From an optimization exercise on the open Yosys and OpenROAD flow, aimed at small area, a short achievable clock period and few clock cycles per item; shortcuts taken in it are not production practice. Function was checked by simulation only, so behaviour that the tests miss may differ from the original.

==> flow/design.v, too long to show whole: its modules and the start of the top module <==
// module btc_enc: 677 lines
// module btc_sq3: 335 lines
// module btc_asum: 467 lines
// module btc_csum: 259 lines
// module btc_csum_cs: 118 lines
// module btc_third: 257 lines
// module btc_cmp19: 78 lines
// module btc_cmp20: 82 lines
// module btc_cmp23: 94 lines
// module btc_p565: 781 lines
// module btc_q17: 262 lines
// module btc_aoff: 191 lines
module btc_enc (
  input  wire         clk,
  input  wire         rst,         
  input  wire         in_valid,
  output wire         in_ready,
  input  wire [1:0]   in_fmt,      
  input  wire [511:0] in_pixels,   
  output wire         out_valid,
  input  wire         out_ready,
  output wire [127:0] out_block    
);
  // ...
==> flow/run.sh <==
#!/bin/bash
# synth_recipe.tcl (not shown) runs the flow's synth.tcl, then flattens the netlist and writes it again
# the make line also repeats each setting of config.mk as NAME=value (left out here)
make -C /OpenROAD-flow-scripts/flow DESIGN_CONFIG=/design/flow/config.mk WORK_HOME=/design/flow/orfs CLKGATE_MAP_FILE= SYNTH_SCRIPT=/design/flow/synth_recipe.tcl finish
==> flow/config.mk <==
export PLATFORM = sky130hd
export DESIGN_NAME = btc_enc
export DESIGN_NICKNAME = btc_enc
export VERILOG_FILES = /design/flow/design.v
export SDC_FILE = /design/flow/constraint.sdc
export NUM_CORES = 4
export LEC_CHECK = 0
export ABC_CLOCK_PERIOD_IN_PS = 9000
export CAP_MARGIN = 20
export CORE_MARGIN = 2
export CORE_UTILIZATION = 30
export SLEW_MARGIN = 20
==> flow/constraint.sdc <==
create_clock -name core_clock -period 36.0 [get_ports {clk}]
set_input_delay 7.2000 -clock core_clock [delete_from_list [all_inputs] [get_ports {clk}]]
set_output_delay 7.2000 -clock core_clock [all_outputs]
set_load 0.01 [all_outputs]
==> flow_summary.yaml, run 1 <==
drt:
  initialDrtViolationCount: 20000
  drtPass1Iterations: 14
  postRouteAntennaNets: 0
  finalWirelength_mm: 873
synth:
  synthTopCellsByCount: "2,969 x inv_1, 2,280 x nand2_1, 2,028 x dfxtp_1"
  synthCells: 22700
  synth_flop_cell: "dfxtp_1"
  synth_top_area_share_pct: 18.3
worst_setup_path:
  cp_slowest_stage_delay_ps: 790
  reg2reg_setup_slack_ps: 27210
  r2r_cells: 25
  r2r_end: "p1c_df[3][71]$_DFF_P_"
  crit_start: "rfmt[0]$_DFFE_PP_"
placement:
  dpl_cell_area_um2: 241000
  place_ws_ps: 26330
finish:
  syn_to_final_growth_pct: 13.9
  seq_area_share_pct: 27.5
  top_area_cell_class: "multi-input gates"
  inverters: 2988
  fill_cells: 74800
  largest_reg_flops: 512
cts:
  clock_latency_ps: 1080
  cts_resized: 0
  clockBufferDepth: 4
  path_clk_slew_ps: 60
global_route:
  globalRouteMet2Util_pct: 33.9
  grt.busiest_layer: "met2"
  grt_max_degree: 119
  grt_pass1_wl_mm: 1230
floorplan:
  coreArea_um2: 739000
  die-area_um2: 747000
sta:
  hold_ws_ps: 272
  min_period_ps: 10740
run_status:
  outcome: "complete, no violations"
Testbench counts, summed over its fixed seeds: cycles 56,816, items 288.
==> run 2, diff against run 1 <==
--- a/flow/design.v
+++ b/flow/design.v
@@ -449,37 +449,45 @@
   reg         p0a_v;
   reg  [3:0]  p0a_i, p0a_j;
   reg  [1:0]  p0a_ph;
   reg  [7:0]  p0a_n;
   reg  [19:0] p0a_e;
   reg  [35:0] p0a_x;
   reg  [7:0]  ga0, ga1;    
   reg         a8;          
-  reg  [7:0]  amin, adst;  
+  reg  [7:0]  amin;        
+  reg  [47:0] ao7;         
+  reg  [31:0] ao5;
+  reg  [6:0]  ae8;
+  reg  [4:0]  ae6;
+  wire [7:0]  s0a_d = (va0 > va1) ? (va0 - va1) : (va1 - va0);
+  wire [47:0] s0a_o7;
+  wire [31:0] s0a_o5;
+  wire [6:0]  s0a_e8;
+  wire [4:0]  s0a_e6;
+  btc_aoff u_aoff (.d(s0a_d), .o7(s0a_o7), .o5(s0a_o5), .e8(s0a_e8), .e6(s0a_e6));
   always @(posedge clk) begin
     if (rst) p0a_v <= 1'b0;
     else     p0a_v <= a_iss;
     p0a_i  <= s1a_i;
     p0a_j  <= s1a_j;
     p0a_ph <= aq_v ? aq_ph : 2'd0;
     p0a_n  <= aq_v ? aq_n  : an;
     p0a_e  <= aq_v ? aq_e  : 20'd0;
     p0a_x  <= aq_v ? aq_x  : 36'd0;
     ga0    <= va0;
     ga1    <= va1;
     a8     <= va0 > va1;
     amin   <= (va0 > va1) ? va1 : va0;
-    adst   <= (va0 > va1) ? (va0 - va1) : (va1 - va0);
+    ao7    <= s0a_o7;
+    ao5    <= s0a_o5;
+    ae8    <= s0a_e8;
+    ae6    <= s0a_e6;
   end
-  wire [47:0] ao7;
-  wire [31:0] ao5;
-  wire [6:0]  ae8;
-  wire [4:0]  ae6;
-  btc_aoff u_aoff (.d(adst), .o7(ao7), .o5(ao5), .e8(ae8), .e6(ae6));
   reg  [7:0] ae [0:7];      
   reg  [2:0] ax [0:7];      
   reg  [6:0] aeq;           
   reg  [2:0] arep [0:7];
   integer q, s;
   reg run;
   always @* begin
     if (a8) begin
@@ -602,37 +610,39 @@
     p2a_x  <= p1a_x;
     p2a_a0 <= p1a_a0;
     p2a_a1 <= p1a_a1;
     for (k = 0; k < 4; k = k + 1) begin
       p2a_d[k]        <= adif[k];
       p2a_s[3*k +: 3] <= asel[k];
     end
   end
-  wire [19:0] a_e;
-  btc_asum u_asum (.p(p2a_e), .v0(p2a_d[0]), .v1(p2a_d[1]), .v2(p2a_d[2]), .v3(p2a_d[3]), .e(a_e));
+  wire [19:0] a_es, a_ec;    
+  btc_asum_cs u_asum (.p(p2a_e), .v0(p2a_d[0]), .v1(p2a_d[1]), .v2(p2a_d[2]), .v3(p2a_d[3]), .s(a_es), .c(a_ec));
   reg         p3a_v;
   reg  [3:0]  p3a_i, p3a_j;
   reg  [1:0]  p3a_ph;
   reg  [7:0]  p3a_n;
-  reg  [19:0] p3a_e;
+  reg  [19:0] p3a_es, p3a_ec;
   reg  [47:0] p3a_x;
   reg  [7:0]  p3a_a0, p3a_a1;
   always @(posedge clk) begin
     if (rst) p3a_v <= 1'b0;
     else     p3a_v <= p2a_v;
     p3a_i  <= p2a_i;
     p3a_j  <= p2a_j;
     p3a_ph <= p2a_ph;
     p3a_n  <= p2a_n;
-    p3a_e  <= a_e;
+    p3a_es <= a_es;
+    p3a_ec <= a_ec;
     p3a_x  <= {p2a_s, p2a_x};
     p3a_a0 <= p2a_a0;
     p3a_a1 <= p2a_a1;
   end
+  wire [19:0] p3a_e = p3a_es + p3a_ec;
   wire [47:0] a_xp;
   generate
     for (gk = 0; gk < 16; gk = gk + 1) begin : g_axp
       assign a_xp[3*gk +: 3] = p3a_x[12*(((gk % 4) - (gk / 4)) & 3) + 3*(gk / 4) +: 3];
     end
   endgenerate
   reg         ab_ok;
   reg  [19:0] ab_e;
@@ -1849,16 +1859,364 @@
   wire s110 = (s72 & s73) | (s72 & p[17]) | (s73 & p[17]);
   wire s111 = s74 ^ s75 ^ p[18];
   wire s112 = (s74 & s75) | (s74 & p[18]) | (s75 & p[18]);
   wire s113 = s76 ^ s38 ^ p[19];
   wire s114 = (s76 & s38) | (s76 & p[19]) | (s38 & p[19]);
   assign s = {p[22], p[21], s114, s112, s110, s108, s106, s104, s102, s100, s98, s96, s94, s92, s90, s88, s86, s84, s82, s80, s78, s77, s39};
   assign c = {1'b0, 1'b0, p[20], s113, s111, s109, s107, s105, s103, s101, s99, s97, s95, s93, s91, s89, s87, s85, s83, s81, s79, 1'b0, 1'b0};
 endmodule
+module btc_asum_cs (input wire [19:0] p, input wire [8:0] v0, input wire [8:0] v1, input wire [8:0] v2, input wire [8:0] v3, output wire [19:0] s, output wire [19:0] c);
+  wire s1 = v0[0] ^ v1[0] ^ v2[0];
+  wire s2 = (v0[0] & v1[0]) | (v0[0] & v2[0]) | (v1[0] & v2[0]);
+  wire s3 = (v0[0] & v0[1]) ^ v0[1] ^ (v1[0] & v1[1]);
+  wire s4 = ((v0[0] & v0[1]) & v0[1]) | ((v0[0] & v0[1]) & (v1[0] & v1[1])) | (v0[1] & (v1[0] & v1[1]));
+  wire s5 = v1[1] ^ (v2[0] & v2[1]) ^ v2[1];
+  wire s6 = (v1[1] & (v2[0] & v2[1])) | (v1[1] & v2[1]) | ((v2[0] & v2[1]) & v2[1]);
+  wire s7 = (v3[0] & v3[1]) ^ v3[1] ^ p[2];
+  wire s8 = ((v3[0] & v3[1]) & v3[1]) | ((v3[0] & v3[1]) & p[2]) | (v3[1] & p[2]);
+  wire s9 = (v0[0] & v0[2]) ^ (v1[0] & v1[2]) ^ (v2[0] & v2[2]);
+  wire s10 = ((v0[0] & v0[2]) & (v1[0] & v1[2])) | ((v0[0] & v0[2]) & (v2[0] & v2[2])) | ((v1[0] & v1[2]) & (v2[0] & v2[2]));
+  wire s11 = (v0[0] & v0[3]) ^ (v0[1] & v0[2]) ^ v0[2];
+  wire s12 = ((v0[0] & v0[3]) & (v0[1] & v0[2])) | ((v0[0] & v0[3]) & v0[2]) | ((v0[1] & v0[2]) & v0[2]);
+  wire s13 = (v1[0] & v1[3]) ^ (v1[1] & v1[2]) ^ v1[2];
+  wire s14 = ((v1[0] & v1[3]) & (v1[1] & v1[2])) | ((v1[0] & v1[3]) & v1[2]) | ((v1[1] & v1[2]) & v1[2]);
+  wire s15 = (v2[0] & v2[3]) ^ (v2[1] & v2[2]) ^ v2[2];
+  wire s16 = ((v2[0] & v2[3]) & (v2[1] & v2[2])) | ((v2[0] & v2[3]) & v2[2]) | ((v2[1] & v2[2]) & v2[2]);
+  wire s17 = (v3[0] & v3[3]) ^ (v3[1] & v3[2]) ^ v3[2];
+  wire s18 = ((v3[0] & v3[3]) & (v3[1] & v3[2])) | ((v3[0] & v3[3]) & v3[2]) | ((v3[1] & v3[2]) & v3[2]);
+  wire s19 = (v0[0] & v0[4]) ^ (v0[1] & v0[3]) ^ (v1[0] & v1[4]);
+  wire s20 = ((v0[0] & v0[4]) & (v0[1] & v0[3])) | ((v0[0] & v0[4]) & (v1[0] & v1[4])) | ((v0[1] & v0[3]) & (v1[0] & v1[4]));
+  wire s21 = (v1[1] & v1[3]) ^ (v2[0] & v2[4]) ^ (v2[1] & v2[3]);
+  wire s22 = ((v1[1] & v1[3]) & (v2[0] & v2[4])) | ((v1[1] & v1[3]) & (v2[1] & v2[3])) | ((v2[0] & v2[4]) & (v2[1] & v2[3]));
+  wire s23 = (v3[0] & v3[4]) ^ (v3[1] & v3[3]) ^ p[5];
+  wire s24 = ((v3[0] & v3[4]) & (v3[1] & v3[3])) | ((v3[0] & v3[4]) & p[5]) | ((v3[1] & v3[3]) & p[5]);
+  wire s25 = (v0[0] & v0[5]) ^ (v0[1] & v0[4]) ^ (v0[2] & v0[3]);
+  wire s26 = ((v0[0] & v0[5]) & (v0[1] & v0[4])) | ((v0[0] & v0[5]) & (v0[2] & v0[3])) | ((v0[1] & v0[4]) & (v0[2] & v0[3]));
+  wire s27 = v0[3] ^ (v1[0] & v1[5]) ^ (v1[1] & v1[4]);
+  wire s28 = (v0[3] & (v1[0] & v1[5])) | (v0[3] & (v1[1] & v1[4])) | ((v1[0] & v1[5]) & (v1[1] & v1[4]));
+  wire s29 = (v1[2] & v1[3]) ^ v1[3] ^ (v2[0] & v2[5]);
+  wire s30 = ((v1[2] & v1[3]) & v1[3]) | ((v1[2] & v1[3]) & (v2[0] & v2[5])) | (v1[3] & (v2[0] & v2[5]));
+  wire s31 = (v2[1] & v2[4]) ^ (v2[2] & v2[3]) ^ v2[3];
+  wire s32 = ((v2[1] & v2[4]) & (v2[2] & v2[3])) | ((v2[1] & v2[4]) & v2[3]) | ((v2[2] & v2[3]) & v2[3]);
+  wire s33 = (v3[0] & v3[5]) ^ (v3[1] & v3[4]) ^ (v3[2] & v3[3]);
+  wire s34 = ((v3[0] & v3[5]) & (v3[1] & v3[4])) | ((v3[0] & v3[5]) & (v3[2] & v3[3])) | ((v3[1] & v3[4]) & (v3[2] & v3[3]));
+  wire s35 = (v0[0] & v0[6]) ^ (v0[1] & v0[5]) ^ (v0[2] & v0[4]);
+  wire s36 = ((v0[0] & v0[6]) & (v0[1] & v0[5])) | ((v0[0] & v0[6]) & (v0[2] & v0[4])) | ((v0[1] & v0[5]) & (v0[2] & v0[4]));
+  wire s37 = (v1[0] & v1[6]) ^ (v1[1] & v1[5]) ^ (v1[2] & v1[4]);
+  wire s38 = ((v1[0] & v1[6]) & (v1[1] & v1[5])) | ((v1[0] & v1[6]) & (v1[2] & v1[4])) | ((v1[1] & v1[5]) & (v1[2] & v1[4]));
+  wire s39 = (v2[0] & v2[6]) ^ (v2[1] & v2[5]) ^ (v2[2] & v2[4]);
+  wire s40 = ((v2[0] & v2[6]) & (v2[1] & v2[5])) | ((v2[0] & v2[6]) & (v2[2] & v2[4])) | ((v2[1] & v2[5]) & (v2[2] & v2[4]));
+  wire s41 = (v3[0] & v3[6]) ^ (v3[1] & v3[5]) ^ (v3[2] & v3[4]);
+  wire s42 = ((v3[0] & v3[6]) & (v3[1] & v3[5])) | ((v3[0] & v3[6]) & (v3[2] & v3[4])) | ((v3[1] & v3[5]) & (v3[2] & v3[4]));
+  wire s43 = (v0[0] & v0[7]) ^ (v0[1] & v0[6]) ^ (v0[2] & v0[5]);
+  wire s44 = ((v0[0] & v0[7]) & (v0[1] & v0[6])) | ((v0[0] & v0[7]) & (v0[2] & v0[5])) | ((v0[1] & v0[6]) & (v0[2] & v0[5]));
+  wire s45 = (v0[3] & v0[4]) ^ v0[4] ^ (v1[0] & v1[7]);
+  wire s46 = ((v0[3] & v0[4]) & v0[4]) | ((v0[3] & v0[4]) & (v1[0] & v1[7])) | (v0[4] & (v1[0] & v1[7]));
+  wire s47 = (v1[1] & v1[6]) ^ (v1[2] & v1[5]) ^ (v1[3] & v1[4]);
+  wire s48 = ((v1[1] & v1[6]) & (v1[2] & v1[5])) | ((v1[1] & v1[6]) & (v1[3] & v1[4])) | ((v1[2] & v1[5]) & (v1[3] & v1[4]));
+  wire s49 = v1[4] ^ (v2[0] & v2[7]) ^ (v2[1] & v2[6]);
+  wire s50 = (v1[4] & (v2[0] & v2[7])) | (v1[4] & (v2[1] & v2[6])) | ((v2[0] & v2[7]) & (v2[1] & v2[6]));
+  wire s51 = (v2[2] & v2[5]) ^ (v2[3] & v2[4]) ^ v2[4];
+  wire s52 = ((v2[2] & v2[5]) & (v2[3] & v2[4])) | ((v2[2] & v2[5]) & v2[4]) | ((v2[3] & v2[4]) & v2[4]);
+  wire s53 = (v3[0] & v3[7]) ^ (v3[1] & v3[6]) ^ (v3[2] & v3[5]);
+  wire s54 = ((v3[0] & v3[7]) & (v3[1] & v3[6])) | ((v3[0] & v3[7]) & (v3[2] & v3[5])) | ((v3[1] & v3[6]) & (v3[2] & v3[5]));
+  wire s55 = (v3[3] & v3[4]) ^ v3[4] ^ p[8];
+  wire s56 = ((v3[3] & v3[4]) & v3[4]) | ((v3[3] & v3[4]) & p[8]) | (v3[4] & p[8]);
+  wire s57 = ~(v0[8] & v0[0]) ^ (v0[1] & v0[7]) ^ (v0[2] & v0[6]);
+  wire s58 = (~(v0[8] & v0[0]) & (v0[1] & v0[7])) | (~(v0[8] & v0[0]) & (v0[2] & v0[6])) | ((v0[1] & v0[7]) & (v0[2] & v0[6]));
+  wire s59 = (v0[3] & v0[5]) ^ ~(v1[8] & v1[0]) ^ (v1[1] & v1[7]);
+  wire s60 = ((v0[3] & v0[5]) & ~(v1[8] & v1[0])) | ((v0[3] & v0[5]) & (v1[1] & v1[7])) | (~(v1[8] & v1[0]) & (v1[1] & v1[7]));
+  wire s61 = (v1[2] & v1[6]) ^ (v1[3] & v1[5]) ^ ~(v2[8] & v2[0]);
+  wire s62 = ((v1[2] & v1[6]) & (v1[3] & v1[5])) | ((v1[2] & v1[6]) & ~(v2[8] & v2[0])) | ((v1[3] & v1[5]) & ~(v2[8] & v2[0]));
+  wire s63 = (v2[1] & v2[7]) ^ (v2[2] & v2[6]) ^ (v2[3] & v2[5]);
+  wire s64 = ((v2[1] & v2[7]) & (v2[2] & v2[6])) | ((v2[1] & v2[7]) & (v2[3] & v2[5])) | ((v2[2] & v2[6]) & (v2[3] & v2[5]));
+  wire s65 = ~(v3[8] & v3[0]) ^ (v3[1] & v3[7]) ^ (v3[2] & v3[6]);
+  wire s66 = (~(v3[8] & v3[0]) & (v3[1] & v3[7])) | (~(v3[8] & v3[0]) & (v3[2] & v3[6])) | ((v3[1] & v3[7]) & (v3[2] & v3[6]));
+  wire s67 = ~(v0[8] & v0[1]) ^ (v0[2] & v0[7]) ^ (v0[3] & v0[6]);
+  wire s68 = (~(v0[8] & v0[1]) & (v0[2] & v0[7])) | (~(v0[8] & v0[1]) & (v0[3] & v0[6])) | ((v0[2] & v0[7]) & (v0[3] & v0[6]));
+  wire s69 = (v0[4] & v0[5]) ^ v0[5] ^ ~(v1[8] & v1[1]);
+  wire s70 = ((v0[4] & v0[5]) & v0[5]) | ((v0[4] & v0[5]) & ~(v1[8] & v1[1])) | (v0[5] & ~(v1[8] & v1[1]));
+  wire s71 = (v1[2] & v1[7]) ^ (v1[3] & v1[6]) ^ (v1[4] & v1[5]);
+  wire s72 = ((v1[2] & v1[7]) & (v1[3] & v1[6])) | ((v1[2] & v1[7]) & (v1[4] & v1[5])) | ((v1[3] & v1[6]) & (v1[4] & v1[5]));
+  wire s73 = v1[5] ^ ~(v2[8] & v2[1]) ^ (v2[2] & v2[7]);
+  wire s74 = (v1[5] & ~(v2[8] & v2[1])) | (v1[5] & (v2[2] & v2[7])) | (~(v2[8] & v2[1]) & (v2[2] & v2[7]));
+  wire s75 = (v2[3] & v2[6]) ^ (v2[4] & v2[5]) ^ v2[5];
+  wire s76 = ((v2[3] & v2[6]) & (v2[4] & v2[5])) | ((v2[3] & v2[6]) & v2[5]) | ((v2[4] & v2[5]) & v2[5]);
+  wire s77 = ~(v3[8] & v3[1]) ^ (v3[2] & v3[7]) ^ (v3[3] & v3[6]);
+  wire s78 = (~(v3[8] & v3[1]) & (v3[2] & v3[7])) | (~(v3[8] & v3[1]) & (v3[3] & v3[6])) | ((v3[2] & v3[7]) & (v3[3] & v3[6]));
+  wire s79 = (v3[4] & v3[5]) ^ v3[5] ^ p[10];
+  wire s80 = ((v3[4] & v3[5]) & v3[5]) | ((v3[4] & v3[5]) & p[10]) | (v3[5] & p[10]);
+  wire s81 = ~(v0[8] & v0[2]) ^ (v0[3] & v0[7]) ^ (v0[4] & v0[6]);
+  wire s82 = (~(v0[8] & v0[2]) & (v0[3] & v0[7])) | (~(v0[8] & v0[2]) & (v0[4] & v0[6])) | ((v0[3] & v0[7]) & (v0[4] & v0[6]));
+  wire s83 = ~(v1[8] & v1[2]) ^ (v1[3] & v1[7]) ^ (v1[4] & v1[6]);
+  wire s84 = (~(v1[8] & v1[2]) & (v1[3] & v1[7])) | (~(v1[8] & v1[2]) & (v1[4] & v1[6])) | ((v1[3] & v1[7]) & (v1[4] & v1[6]));
+  wire s85 = ~(v2[8] & v2[2]) ^ (v2[3] & v2[7]) ^ (v2[4] & v2[6]);
+  wire s86 = (~(v2[8] & v2[2]) & (v2[3] & v2[7])) | (~(v2[8] & v2[2]) & (v2[4] & v2[6])) | ((v2[3] & v2[7]) & (v2[4] & v2[6]));
+  wire s87 = ~(v3[8] & v3[2]) ^ (v3[3] & v3[7]) ^ (v3[4] & v3[6]);
+  wire s88 = (~(v3[8] & v3[2]) & (v3[3] & v3[7])) | (~(v3[8] & v3[2]) & (v3[4] & v3[6])) | ((v3[3] & v3[7]) & (v3[4] & v3[6]));
+  wire s89 = ~(v0[8] & v0[3]) ^ (v0[4] & v0[7]) ^ (v0[5] & v0[6]);
+  wire s90 = (~(v0[8] & v0[3]) & (v0[4] & v0[7])) | (~(v0[8] & v0[3]) & (v0[5] & v0[6])) | ((v0[4] & v0[7]) & (v0[5] & v0[6]));
+  wire s91 = v0[6] ^ ~(v1[8] & v1[3]) ^ (v1[4] & v1[7]);
+  wire s92 = (v0[6] & ~(v1[8] & v1[3])) | (v0[6] & (v1[4] & v1[7])) | (~(v1[8] & v1[3]) & (v1[4] & v1[7]));
+  wire s93 = (v1[5] & v1[6]) ^ v1[6] ^ ~(v2[8] & v2[3]);
+  wire s94 = ((v1[5] & v1[6]) & v1[6]) | ((v1[5] & v1[6]) & ~(v2[8] & v2[3])) | (v1[6] & ~(v2[8] & v2[3]));
+  wire s95 = (v2[4] & v2[7]) ^ (v2[5] & v2[6]) ^ v2[6];
+  wire s96 = ((v2[4] & v2[7]) & (v2[5] & v2[6])) | ((v2[4] & v2[7]) & v2[6]) | ((v2[5] & v2[6]) & v2[6]);
+  wire s97 = ~(v3[8] & v3[3]) ^ (v3[4] & v3[7]) ^ (v3[5] & v3[6]);
+  wire s98 = (~(v3[8] & v3[3]) & (v3[4] & v3[7])) | (~(v3[8] & v3[3]) & (v3[5] & v3[6])) | ((v3[4] & v3[7]) & (v3[5] & v3[6]));
+  wire s99 = ~(v0[8] & v0[4]) ^ (v0[5] & v0[7]) ^ ~(v1[8] & v1[4]);
+  wire s100 = (~(v0[8] & v0[4]) & (v0[5] & v0[7])) | (~(v0[8] & v0[4]) & ~(v1[8] & v1[4])) | ((v0[5] & v0[7]) & ~(v1[8] & v1[4]));
+  wire s101 = (v1[5] & v1[7]) ^ ~(v2[8] & v2[4]) ^ (v2[5] & v2[7]);
+  wire s102 = ((v1[5] & v1[7]) & ~(v2[8] & v2[4])) | ((v1[5] & v1[7]) & (v2[5] & v2[7])) | (~(v2[8] & v2[4]) & (v2[5] & v2[7]));
+  wire s103 = ~(v3[8] & v3[4]) ^ (v3[5] & v3[7]) ^ p[13];
+  wire s104 = (~(v3[8] & v3[4]) & (v3[5] & v3[7])) | (~(v3[8] & v3[4]) & p[13]) | ((v3[5] & v3[7]) & p[13]);
+  wire s105 = ~(v0[8] & v0[5]) ^ (v0[6] & v0[7]) ^ v0[7];
+  wire s106 = (~(v0[8] & v0[5]) & (v0[6] & v0[7])) | (~(v0[8] & v0[5]) & v0[7]) | ((v0[6] & v0[7]) & v0[7]);
+  wire s107 = ~(v1[8] & v1[5]) ^ (v1[6] & v1[7]) ^ v1[7];
+  wire s108 = (~(v1[8] & v1[5]) & (v1[6] & v1[7])) | (~(v1[8] & v1[5]) & v1[7]) | ((v1[6] & v1[7]) & v1[7]);
+  wire s109 = ~(v2[8] & v2[5]) ^ (v2[6] & v2[7]) ^ v2[7];
+  wire s110 = (~(v2[8] & v2[5]) & (v2[6] & v2[7])) | (~(v2[8] & v2[5]) & v2[7]) | ((v2[6] & v2[7]) & v2[7]);
+  wire s111 = ~(v3[8] & v3[5]) ^ (v3[6] & v3[7]) ^ v3[7];
+  wire s112 = (~(v3[8] & v3[5]) & (v3[6] & v3[7])) | (~(v3[8] & v3[5]) & v3[7]) | ((v3[6] & v3[7]) & v3[7]);
+  wire s113 = ~(v0[8] & v0[6]) ^ ~(v1[8] & v1[6]) ^ ~(v2[8] & v2[6]);
+  wire s114 = (~(v0[8] & v0[6]) & ~(v1[8] & v1[6])) | (~(v0[8] & v0[6]) & ~(v2[8] & v2[6])) | (~(v1[8] & v1[6]) & ~(v2[8] & v2[6]));
+  wire s115 = ~(v0[8] & v0[7]) ^ v0[8] ^ ~(v1[8] & v1[7]);
+  wire s116 = (~(v0[8] & v0[7]) & v0[8]) | (~(v0[8] & v0[7]) & ~(v1[8] & v1[7])) | (v0[8] & ~(v1[8] & v1[7]));
+  wire s117 = v1[8] ^ ~(v2[8] & v2[7]) ^ v2[8];
+  wire s118 = (v1[8] & ~(v2[8] & v2[7])) | (v1[8] & v2[8]) | (~(v2[8] & v2[7]) & v2[8]);
+  wire s119 = ~(v3[8] & v3[7]) ^ v3[8] ^ p[16];
+  wire s120 = (~(v3[8] & v3[7]) & v3[8]) | (~(v3[8] & v3[7]) & p[16]) | (v3[8] & p[16]);
+  wire s121 = s1 ^ v3[0] ^ p[0];
+  wire s122 = (s1 & v3[0]) | (s1 & p[0]) | (v3[0] & p[0]);
+  wire s123 = s3 ^ s5 ^ s7;
+  wire s124 = (s3 & s5) | (s3 & s7) | (s5 & s7);
+  wire s125 = s4 ^ s6 ^ s8;
+  wire s126 = (s4 & s6) | (s4 & s8) | (s6 & s8);
+  wire s127 = s9 ^ (v3[0] & v3[2]) ^ p[3];
+  wire s128 = (s9 & (v3[0] & v3[2])) | (s9 & p[3]) | ((v3[0] & v3[2]) & p[3]);
+  wire s129 = s10 ^ s11 ^ s13;
+  wire s130 = (s10 & s11) | (s10 & s13) | (s11 & s13);
+  wire s131 = s15 ^ s17 ^ p[4];
+  wire s132 = (s15 & s17) | (s15 & p[4]) | (s17 & p[4]);
+  wire s133 = s12 ^ s14 ^ s16;
+  wire s134 = (s12 & s14) | (s12 & s16) | (s14 & s16);
+  wire s135 = s18 ^ s19 ^ s21;
+  wire s136 = (s18 & s19) | (s18 & s21) | (s19 & s21);
+  wire s137 = s20 ^ s22 ^ s24;
+  wire s138 = (s20 & s22) | (s20 & s24) | (s22 & s24);
+  wire s139 = s25 ^ s27 ^ s29;
+  wire s140 = (s25 & s27) | (s25 & s29) | (s27 & s29);
+  wire s141 = s31 ^ s33 ^ v3[3];
+  wire s142 = (s31 & s33) | (s31 & v3[3]) | (s33 & v3[3]);
+  wire s143 = s26 ^ s28 ^ s30;
+  wire s144 = (s26 & s28) | (s26 & s30) | (s28 & s30);
+  wire s145 = s32 ^ s34 ^ s35;
+  wire s146 = (s32 & s34) | (s32 & s35) | (s34 & s35);
+  wire s147 = s37 ^ s39 ^ s41;
+  wire s148 = (s37 & s39) | (s37 & s41) | (s39 & s41);
+  wire s149 = s36 ^ s38 ^ s40;
+  wire s150 = (s36 & s38) | (s36 & s40) | (s38 & s40);
+  wire s151 = s42 ^ s43 ^ s45;
+  wire s152 = (s42 & s43) | (s42 & s45) | (s43 & s45);
+  wire s153 = s47 ^ s49 ^ s51;
+  wire s154 = (s47 & s49) | (s47 & s51) | (s49 & s51);
+  wire s155 = s44 ^ s46 ^ s48;
+  wire s156 = (s44 & s46) | (s44 & s48) | (s46 & s48);
+  wire s157 = s50 ^ s52 ^ s54;
+  wire s158 = (s50 & s52) | (s50 & s54) | (s52 & s54);
+  wire s159 = s56 ^ s57 ^ s59;
+  wire s160 = (s56 & s57) | (s56 & s59) | (s57 & s59);
+  wire s161 = s61 ^ s63 ^ s65;
+  wire s162 = (s61 & s63) | (s61 & s65) | (s63 & s65);
+  wire s163 = s58 ^ s60 ^ s62;
+  wire s164 = (s58 & s60) | (s58 & s62) | (s60 & s62);
+  wire s165 = s64 ^ s66 ^ s67;
+  wire s166 = (s64 & s66) | (s64 & s67) | (s66 & s67);
+  wire s167 = s69 ^ s71 ^ s73;
+  wire s168 = (s69 & s71) | (s69 & s73) | (s71 & s73);
+  wire s169 = s75 ^ s77 ^ s79;
+  wire s170 = (s75 & s77) | (s75 & s79) | (s77 & s79);
+  wire s171 = s68 ^ s70 ^ s72;
+  wire s172 = (s68 & s70) | (s68 & s72) | (s70 & s72);
+  wire s173 = s74 ^ s76 ^ s78;
+  wire s174 = (s74 & s76) | (s74 & s78) | (s76 & s78);
+  wire s175 = s80 ^ s81 ^ s83;
+  wire s176 = (s80 & s81) | (s80 & s83) | (s81 & s83);
+  wire s177 = s85 ^ s87 ^ p[11];
+  wire s178 = (s85 & s87) | (s85 & p[11]) | (s87 & p[11]);
+  wire s179 = s82 ^ s84 ^ s86;
+  wire s180 = (s82 & s84) | (s82 & s86) | (s84 & s86);
+  wire s181 = s88 ^ s89 ^ s91;
+  wire s182 = (s88 & s89) | (s88 & s91) | (s89 & s91);
+  wire s183 = s93 ^ s95 ^ s97;
+  wire s184 = (s93 & s95) | (s93 & s97) | (s95 & s97);
+  wire s185 = s90 ^ s92 ^ s94;
+  wire s186 = (s90 & s92) | (s90 & s94) | (s92 & s94);
+  wire s187 = s96 ^ s98 ^ s99;
+  wire s188 = (s96 & s98) | (s96 & s99) | (s98 & s99);
+  wire s189 = s100 ^ s102 ^ s104;
+  wire s190 = (s100 & s102) | (s100 & s104) | (s102 & s104);
+  wire s191 = s105 ^ s107 ^ s109;
+  wire s192 = (s105 & s107) | (s105 & s109) | (s107 & s109);
+  wire s193 = s106 ^ s108 ^ s110;
+  wire s194 = (s106 & s108) | (s106 & s110) | (s108 & s110);
+  wire s195 = s112 ^ s113 ^ ~(v3[8] & v3[6]);
+  wire s196 = (s112 & s113) | (s112 & ~(v3[8] & v3[6])) | (s113 & ~(v3[8] & v3[6]));
+  wire s197 = s114 ^ s115 ^ s117;
+  wire s198 = (s114 & s115) | (s114 & s117) | (s115 & s117);
+  wire s199 = s116 ^ s118 ^ s120;
+  wire s200 = (s116 & s118) | (s116 & s120) | (s118 & s120);
+  wire s201 = s122 ^ s2 ^ p[1];
+  wire s202 = (s122 & s2) | (s122 & p[1]) | (s2 & p[1]);
+  wire s203 = s124 ^ s125 ^ s127;
+  wire s204 = (s124 & s125) | (s124 & s127) | (s125 & s127);
+  wire s205 = s126 ^ s128 ^ s129;
+  wire s206 = (s126 & s128) | (s126 & s129) | (s128 & s129);
+  wire s207 = s130 ^ s132 ^ s133;
+  wire s208 = (s130 & s132) | (s130 & s133) | (s132 & s133);
+  wire s209 = s134 ^ s136 ^ s137;
+  wire s210 = (s134 & s136) | (s134 & s137) | (s136 & s137);
+  wire s211 = s139 ^ s141 ^ p[6];
+  wire s212 = (s139 & s141) | (s139 & p[6]) | (s141 & p[6]);
+  wire s213 = s138 ^ s140 ^ s142;
+  wire s214 = (s138 & s140) | (s138 & s142) | (s140 & s142);
+  wire s215 = s143 ^ s145 ^ s147;
+  wire s216 = (s143 & s145) | (s143 & s147) | (s145 & s147);
+  wire s217 = s144 ^ s146 ^ s148;
+  wire s218 = (s144 & s146) | (s144 & s148) | (s146 & s148);
+  wire s219 = s149 ^ s151 ^ s153;
+  wire s220 = (s149 & s151) | (s149 & s153) | (s151 & s153);
+  wire s221 = s150 ^ s152 ^ s154;
+  wire s222 = (s150 & s152) | (s150 & s154) | (s152 & s154);
+  wire s223 = s155 ^ s157 ^ s159;
+  wire s224 = (s155 & s157) | (s155 & s159) | (s157 & s159);
+  wire s225 = s161 ^ (v3[3] & v3[5]) ^ p[9];
+  wire s226 = (s161 & (v3[3] & v3[5])) | (s161 & p[9]) | ((v3[3] & v3[5]) & p[9]);
+  wire s227 = s156 ^ s158 ^ s160;
+  wire s228 = (s156 & s158) | (s156 & s160) | (s158 & s160);
+  wire s229 = s162 ^ s163 ^ s165;
+  wire s230 = (s162 & s163) | (s162 & s165) | (s163 & s165);
+  wire s231 = s164 ^ s166 ^ s168;
+  wire s232 = (s164 & s166) | (s164 & s168) | (s166 & s168);
+  wire s233 = s170 ^ s171 ^ s173;
+  wire s234 = (s170 & s171) | (s170 & s173) | (s171 & s173);
+  wire s235 = s175 ^ s177 ^ 1'b1;
+  wire s236 = (s175 & s177) | (s175 & 1'b1) | (s177 & 1'b1);
+  wire s237 = s172 ^ s174 ^ s176;
+  wire s238 = (s172 & s174) | (s172 & s176) | (s174 & s176);
+  wire s239 = s178 ^ s179 ^ s181;
+  wire s240 = (s178 & s179) | (s178 & s181) | (s179 & s181);
+  wire s241 = s183 ^ v3[6] ^ p[12];
+  wire s242 = (s183 & v3[6]) | (s183 & p[12]) | (v3[6] & p[12]);
+  wire s243 = s180 ^ s182 ^ s184;
+  wire s244 = (s180 & s182) | (s180 & s184) | (s182 & s184);
+  wire s245 = s185 ^ s187 ^ s101;
+  wire s246 = (s185 & s187) | (s185 & s101) | (s187 & s101);
+  wire s247 = s186 ^ s188 ^ s189;
+  wire s248 = (s186 & s188) | (s186 & s189) | (s188 & s189);
+  wire s249 = s191 ^ s111 ^ p[14];
+  wire s250 = (s191 & s111) | (s191 & p[14]) | (s111 & p[14]);
+  wire s251 = s190 ^ s192 ^ s193;
+  wire s252 = (s190 & s192) | (s190 & s193) | (s192 & s193);
+  wire s253 = s194 ^ s196 ^ s197;
+  wire s254 = (s194 & s196) | (s194 & s197) | (s196 & s197);
+  wire s255 = s198 ^ s199 ^ p[17];
+  wire s256 = (s198 & s199) | (s198 & p[17]) | (s199 & p[17]);
+  wire s257 = s204 ^ s205 ^ s131;
+  wire s258 = (s204 & s205) | (s204 & s131) | (s205 & s131);
+  wire s259 = s206 ^ s207 ^ s135;
+  wire s260 = (s206 & s207) | (s206 & s135) | (s207 & s135);
+  wire s261 = s208 ^ s209 ^ s211;
+  wire s262 = (s208 & s209) | (s208 & s211) | (s209 & s211);
+  wire s263 = s210 ^ s212 ^ s213;
+  wire s264 = (s210 & s212) | (s210 & s213) | (s212 & s213);
+  wire s265 = s214 ^ s216 ^ s217;
+  wire s266 = (s214 & s216) | (s214 & s217) | (s216 & s217);
+  wire s267 = s219 ^ s53 ^ s55;
+  wire s268 = (s219 & s53) | (s219 & s55) | (s53 & s55);
+  wire s269 = s218 ^ s220 ^ s221;
+  wire s270 = (s218 & s220) | (s218 & s221) | (s220 & s221);
+  wire s271 = s222 ^ s224 ^ s226;
+  wire s272 = (s222 & s224) | (s222 & s226) | (s224 & s226);
+  wire s273 = s227 ^ s229 ^ s167;
+  wire s274 = (s227 & s229) | (s227 & s167) | (s229 & s167);
+  wire s275 = s228 ^ s230 ^ s231;
+  wire s276 = (s228 & s230) | (s228 & s231) | (s230 & s231);
+  wire s277 = s232 ^ s234 ^ s236;
+  wire s278 = (s232 & s234) | (s232 & s236) | (s234 & s236);
+  wire s279 = s237 ^ s239 ^ s241;
+  wire s280 = (s237 & s239) | (s237 & s241) | (s239 & s241);
+  wire s281 = s238 ^ s240 ^ s242;
+  wire s282 = (s238 & s240) | (s238 & s242) | (s240 & s242);
+  wire s283 = s243 ^ s245 ^ s103;
+  wire s284 = (s243 & s245) | (s243 & s103) | (s245 & s103);
+  wire s285 = s244 ^ s246 ^ s247;
+  wire s286 = (s244 & s246) | (s244 & s247) | (s246 & s247);
+  wire s287 = s248 ^ s250 ^ s251;
+  wire s288 = (s248 & s250) | (s248 & s251) | (s250 & s251);
+  wire s289 = s252 ^ s253 ^ s119;
+  wire s290 = (s252 & s253) | (s252 & s119) | (s253 & s119);
+  wire s291 = s256 ^ s200 ^ p[18];
+  wire s292 = (s256 & s200) | (s256 & p[18]) | (s200 & p[18]);
+  wire s293 = s258 ^ s259 ^ s23;
+  wire s294 = (s258 & s259) | (s258 & s23) | (s259 & s23);
+  wire s295 = s262 ^ s263 ^ s215;
+  wire s296 = (s262 & s263) | (s262 & s215) | (s263 & s215);
+  wire s297 = s264 ^ s265 ^ s267;
+  wire s298 = (s264 & s265) | (s264 & s267) | (s265 & s267);
+  wire s299 = s266 ^ s268 ^ s269;
+  wire s300 = (s266 & s268) | (s266 & s269) | (s268 & s269);
+  wire s301 = s270 ^ s271 ^ s273;
+  wire s302 = (s270 & s271) | (s270 & s273) | (s271 & s273);
+  wire s303 = s272 ^ s274 ^ s275;
+  wire s304 = (s272 & s274) | (s272 & s275) | (s274 & s275);
+  wire s305 = s276 ^ s277 ^ s279;
+  wire s306 = (s276 & s277) | (s276 & s279) | (s277 & s279);
+  wire s307 = s278 ^ s280 ^ s281;
+  wire s308 = (s278 & s280) | (s278 & s281) | (s280 & s281);
+  wire s309 = s282 ^ s284 ^ s285;
+  wire s310 = (s282 & s284) | (s282 & s285) | (s284 & s285);
+  wire s311 = s286 ^ s287 ^ s195;
+  wire s312 = (s286 & s287) | (s286 & s195) | (s287 & s195);
+  wire s313 = s290 ^ s254 ^ s255;
+  wire s314 = (s290 & s254) | (s290 & s255) | (s254 & s255);
+  wire s315 = s292 ^ p[19] ^ 1'b1;
+  wire s316 = (s292 & p[19]) | (s292 & 1'b1) | (p[19] & 1'b1);
+  wire s317 = s294 ^ s260 ^ s261;
+  wire s318 = (s294 & s260) | (s294 & s261) | (s260 & s261);
+  wire s319 = s298 ^ s299 ^ s223;
+  wire s320 = (s298 & s299) | (s298 & s223) | (s299 & s223);
+  wire s321 = s300 ^ s301 ^ s169;
+  wire s322 = (s300 & s301) | (s300 & s169) | (s301 & s169);
+  wire s323 = s302 ^ s303 ^ s233;
+  wire s324 = (s302 & s303) | (s302 & s233) | (s303 & s233);
+  wire s325 = s306 ^ s307 ^ s283;
+  wire s326 = (s306 & s307) | (s306 & s283) | (s307 & s283);
+  wire s327 = s308 ^ s309 ^ s249;
+  wire s328 = (s308 & s309) | (s308 & s249) | (s309 & s249);
+  wire s329 = s310 ^ s311 ^ p[15];
+  wire s330 = (s310 & s311) | (s310 & p[15]) | (s311 & p[15]);
+  wire s331 = s312 ^ s288 ^ s289;
+  wire s332 = (s312 & s288) | (s312 & s289) | (s288 & s289);
+  wire s333 = s318 ^ s295 ^ p[7];
+  wire s334 = (s318 & s295) | (s318 & p[7]) | (s295 & p[7]);
+  wire s335 = s322 ^ s323 ^ s235;
+  wire s336 = (s322 & s323) | (s322 & s235) | (s323 & s235);
+  wire s337 = s324 ^ s304 ^ s305;
+  wire s338 = (s324 & s304) | (s324 & s305) | (s304 & s305);
+  wire s339 = s334 ^ s296 ^ s297;
+  wire s340 = (s334 & s296) | (s334 & s297) | (s296 & s297);
+  wire s341 = s340 ^ s319 ^ s225;
+  wire s342 = (s340 & s319) | (s340 & s225) | (s319 & s225);
+  wire s343 = s342 ^ s320 ^ s321;
+  wire s344 = (s342 & s320) | (s342 & s321) | (s320 & s321);
+  assign s = {s315, s314, s332, s330, s328, s326, s338, s336, s344, s343, s341, s339, s333, s317, s293, s257, s203, s202, s201, s121};
+  assign c = {1'b0, s291, s313, s331, s329, s327, s325, s337, s335, 1'b0, 1'b0, 1'b0, 1'b0, 1'b0, 1'b0, 1'b0, 1'b0, s123, 1'b0, 1'b0};
+endmodule
 module btc_third (input wire [7:0] a, input wire [7:0] b, output wire [7:0] y);
   wire [18:0] s;
   wire s1 = b[1] ^ a[0] ^ b[0];
   wire s2 = (b[1] & a[0]) | (b[1] & b[0]) | (a[0] & b[0]);
   wire s3 = b[2] ^ a[1] ^ b[1];
   wire s4 = (b[2] & a[1]) | (b[2] & b[1]) | (a[1] & b[1]);
   wire s5 = b[3] ^ a[2] ^ b[2];
   wire s6 = (b[3] & a[2]) | (b[3] & b[2]) | (a[2] & b[2]);
==> run 2 against run 1 <==
Net effect:
- routed wire length up 1.5%
- first-iteration DRC count shrank 8.6%
- core utilization is essentially flat
- worst setup slack improved by 19 ps
- synthesized cell count down 0.32%
- global-route usage grew 0.43 points
- area after synthesis is 0.17% higher
- still clean on timing, DRC and antenna
- flip-flop and latch count increased by 49
- clock skew down 47 ps
==> flow_summary.yaml, run 2 <==
run_status:
  outcome: "complete, no violations"
global_route:
  grt_pass1_wl_mm: 1250
  antenna_found_initial: 128
  track_usage_pct: 23.0
  grt_max_degree: 134
  grt_pass1_vias: 170000
  grt_overflow: 0
cts:
  clock_latency_ps: 1060
  htree_levels: 5
  path_clk_slew_ps: 70
  root_buffer: "clkbuf_16"
  clockBufferDepth: 4
  ctsHoldBuffers: 0
  tritoncts: "done"
  post-cts-setup-buffers: 0
  cts_sinks: 3036
  cts_buffers: 348
  cts_resized: 0
synth:
  synth-edff-count: 959
  ys_async_sr_fraction_pct: 0
  synth_nets: 27000
  synth_flop_cell: "dfxtp_1"
  syn_avg_cell_area_um2: 9.82
  synth_most_common_cell: "inv_1"
  synth_top_area_share_pct: 18.7
  synth_warnings: 19
  synthesis.area_um2: 223000
  synth.yosys.seq_area_share_pct: 31.6
  synthDistinctLibCells: 110
  synth_seq_cells: 3036
  yosys.area.top_type: "dfxtp_1"
  yosys-top-cells-area: "dfxtp_1 19%, fa_1 17%, edfxtp_1 13%"
  synthTopCellsByCount: "2,944 x inv_1, 2,242 x nand2_1, 2,077 x dfxtp_1"
  synthCells: 22700
finish:
  drive_gt1_share_pct: 5.90
  syn_to_final_growth_pct: 13.8
  largest_reg_flops: 512
  largest-register: "px"
  reg_top3: "px (512), p1c_df (432), p2c_d (304)"
  final_cell_mix: "2,938 x inv_1, 2,240 x nand2_1, 2,048 x dfxtp_1, 1,933 x fa_1, 1,856 x ha_1"
  finalInstanceArea_um2: 253000
  nNetsFinal: 27300
  fill_cells: 74300
  final_common_cell: "inv_1"
worst_setup_path:
  cp_slowest_stage_delay_ps: 730
  arrival_ps: 3530
  path_buf_inv: 2
  crit_path_end_kind: "output port"
  path_class: "reg2out"
  cp_cell_sequence: "clkinv_2 > nor2_1 > o21ai_0 > clkdlybuf4s50_1"
  required_ps: 28800
  worstPathMaxFanout: 34
  critPathSlowestCell: "dfxtp_2"
  worst_setup_path_start_kind: "register"
  crit_family: "buffers and inverters"
  timing.rr.start: "aq_v$_SDFF_PP0_"
  crit_start: "cb_ok$_SDFFE_PP1P_"
floorplan:
  start_util_pct: 30.1
  std_cell_rows: 316
  die-area_um2: 749000
  coreArea_um2: 740000
  die_x_um: 865
  die_y_um: 865
  ios: 648
drt:
  postRouteAntennaNets: 0
  initialDrtViolationCount: 18300
  remaining_drc_errors: 0
  finalWirelength_mm: 886
  wl_per_cell_um: 26.6
  drtPass1Iterations: 9
  via_per_inst: 5.17
  vias: 172000
sta:
  drv_slew: 0
  tns_ps: 0
  slew-limit-headroom_pct: 6.92
  setup_viol: 0
  max_freq_mhz: 93.2
  finClkSkew_ps: 103
  worst_pin_slew_ps: 1400
  min_period_ps: 10730
  rsz0062_at_grt: "false"
  fin_crit_sh_pct: 29.8
  hold_viol_final: 0
placement:
  hpwl_mm: 695
  numPortBuffers: 647
  dpl_cell_area_um2: 241000
  finalWeightedCongestion: 1.00
hold_path:
  hold_path_class: "reg2reg"
  min-delay-start: "p0c_x[15]$_SDFF_PN0_"
run:
  maxCapViolCount: 0
run 2: changes by cell type in the layout (fill, tap and decap cells not counted), sizes merged, moves of 35 or more:
| cell | delta |
|---|---|
| a222oi | -37 |
| a22oi | +35 |
| nor2b | -48 |
| diode | +49 |
| inv | -41 |
| xor2 | +60 |
| a21o | -60 |
| xnor2 | -37 |
| nand2 | -38 |
| mux2i | +65 |
| a211oi | -44 |
| buf | -68 |
| dfxtp | +49 |
run 2: layer usage:
layer / GRT usage, % / vias to the layer above / wire length, um / part of all wire [%]
li1: - / 76400 / - / -
met3: 5.76 / 1899 / 84900 / 9.6
met4: 14.8 / 16 / 68600 / 7.7
met2: 33.5 / 8138 / 367000 / 41
met1: 30.2 / 85900 / 365000 / 41
met5: 0 / - / 103 / 0.012
run 2: path summary, 6_finish.rpt:
path              cells past startpoint  slack (ps)           endpoint
setup / recovery                      4       25270      out_block[32]
hold / removal                        0         270  p1c_x[15]$_DFF_P_
setup reg to reg                     26       26850    ao5[27]$_DFF_P_
hold reg to reg                       0         270  p1c_x[15]$_DFF_P_
run 2: area by class of cell:
type	instances	area [um^2]	area share [%]
diodes	161	403	0.159
clock buffers	479	9870	3.90
clock inverters	162	2260	0.893
inverters	2960	11200	4.41
multi-input cells	15700	138000	54.5
flip-flops and latches	3036	70400	27.8
well taps	9858	12300	4.87
repair buffers	943	8830	3.49
run 2: cell families after synthesis:
logic type               count (synthesis)  share of synthesized area, %
AND/OR/NAND/NOR                       6204                          13.7
buffers and inverters                 3925                          6.74
adder cells (fa/ha/maj)               3805                          27.9
AO/OA/AOI/OAI                         3796                          11.4
flip-flops                            3036                          31.6
XOR/XNOR                              1412                          5.56
multiplexers                           491                          3.11
other                                    1                       0.00169
run 2: stage by stage:
step | worst slack, ps | hold WS (ps) | utilization [%] | cells
after floorplan | 17150 | 310 | - | 22700
after global placement | 25110 | 310 | 32.5 | 32500
after detailed placement | 25700 | 312 | 32.5 | 32500
after CTS | 24540 | 255 | 34.2 | 33100
after global routing | 25050 | 271 | 34.2 | 33300
final | 25270 | 268 | 34.2 | 33300
Testbench counts of run 2, summed over its fixed seeds: cycles 56,816, items 288.

port drivers added, routing unchanged:
In the flow no input, the clock included, has a driving cell. The finished layouts below were timed again as built, in two steps.
Step 1 (the two cells are an assumption about what drives the block):
set clk [get_ports {clk}]
set_driving_cell -lib_cell sky130_fd_sc_hd__clkbuf_16 $clk
set_driving_cell -lib_cell sky130_fd_sc_hd__buf_2 [delete_from_list [all_inputs] $clk]
Step 2 adds t to the input delays and takes it off the output delays; t is the mean of the earliest and latest rising clock arrival at the registers after step 1. Input paths then give back, and output paths get back, about the clock's delay inside the block.
a / b / c = ideal / step 1 / step 2; a / b = the first two.
| run | t, ns | setup WS [ns] | latest minus earliest clock arrival (ns) |
|---|---|---|---|
| run 1 | 1.129 | 25.256 / 25.129 / 26.257 | 0.153 / 0.153 |
| run 2 | 1.149 | 25.275 / 25.131 / 26.280 | 0.108 / 0.108 |
After both steps setup and hold are still met in every run listed.
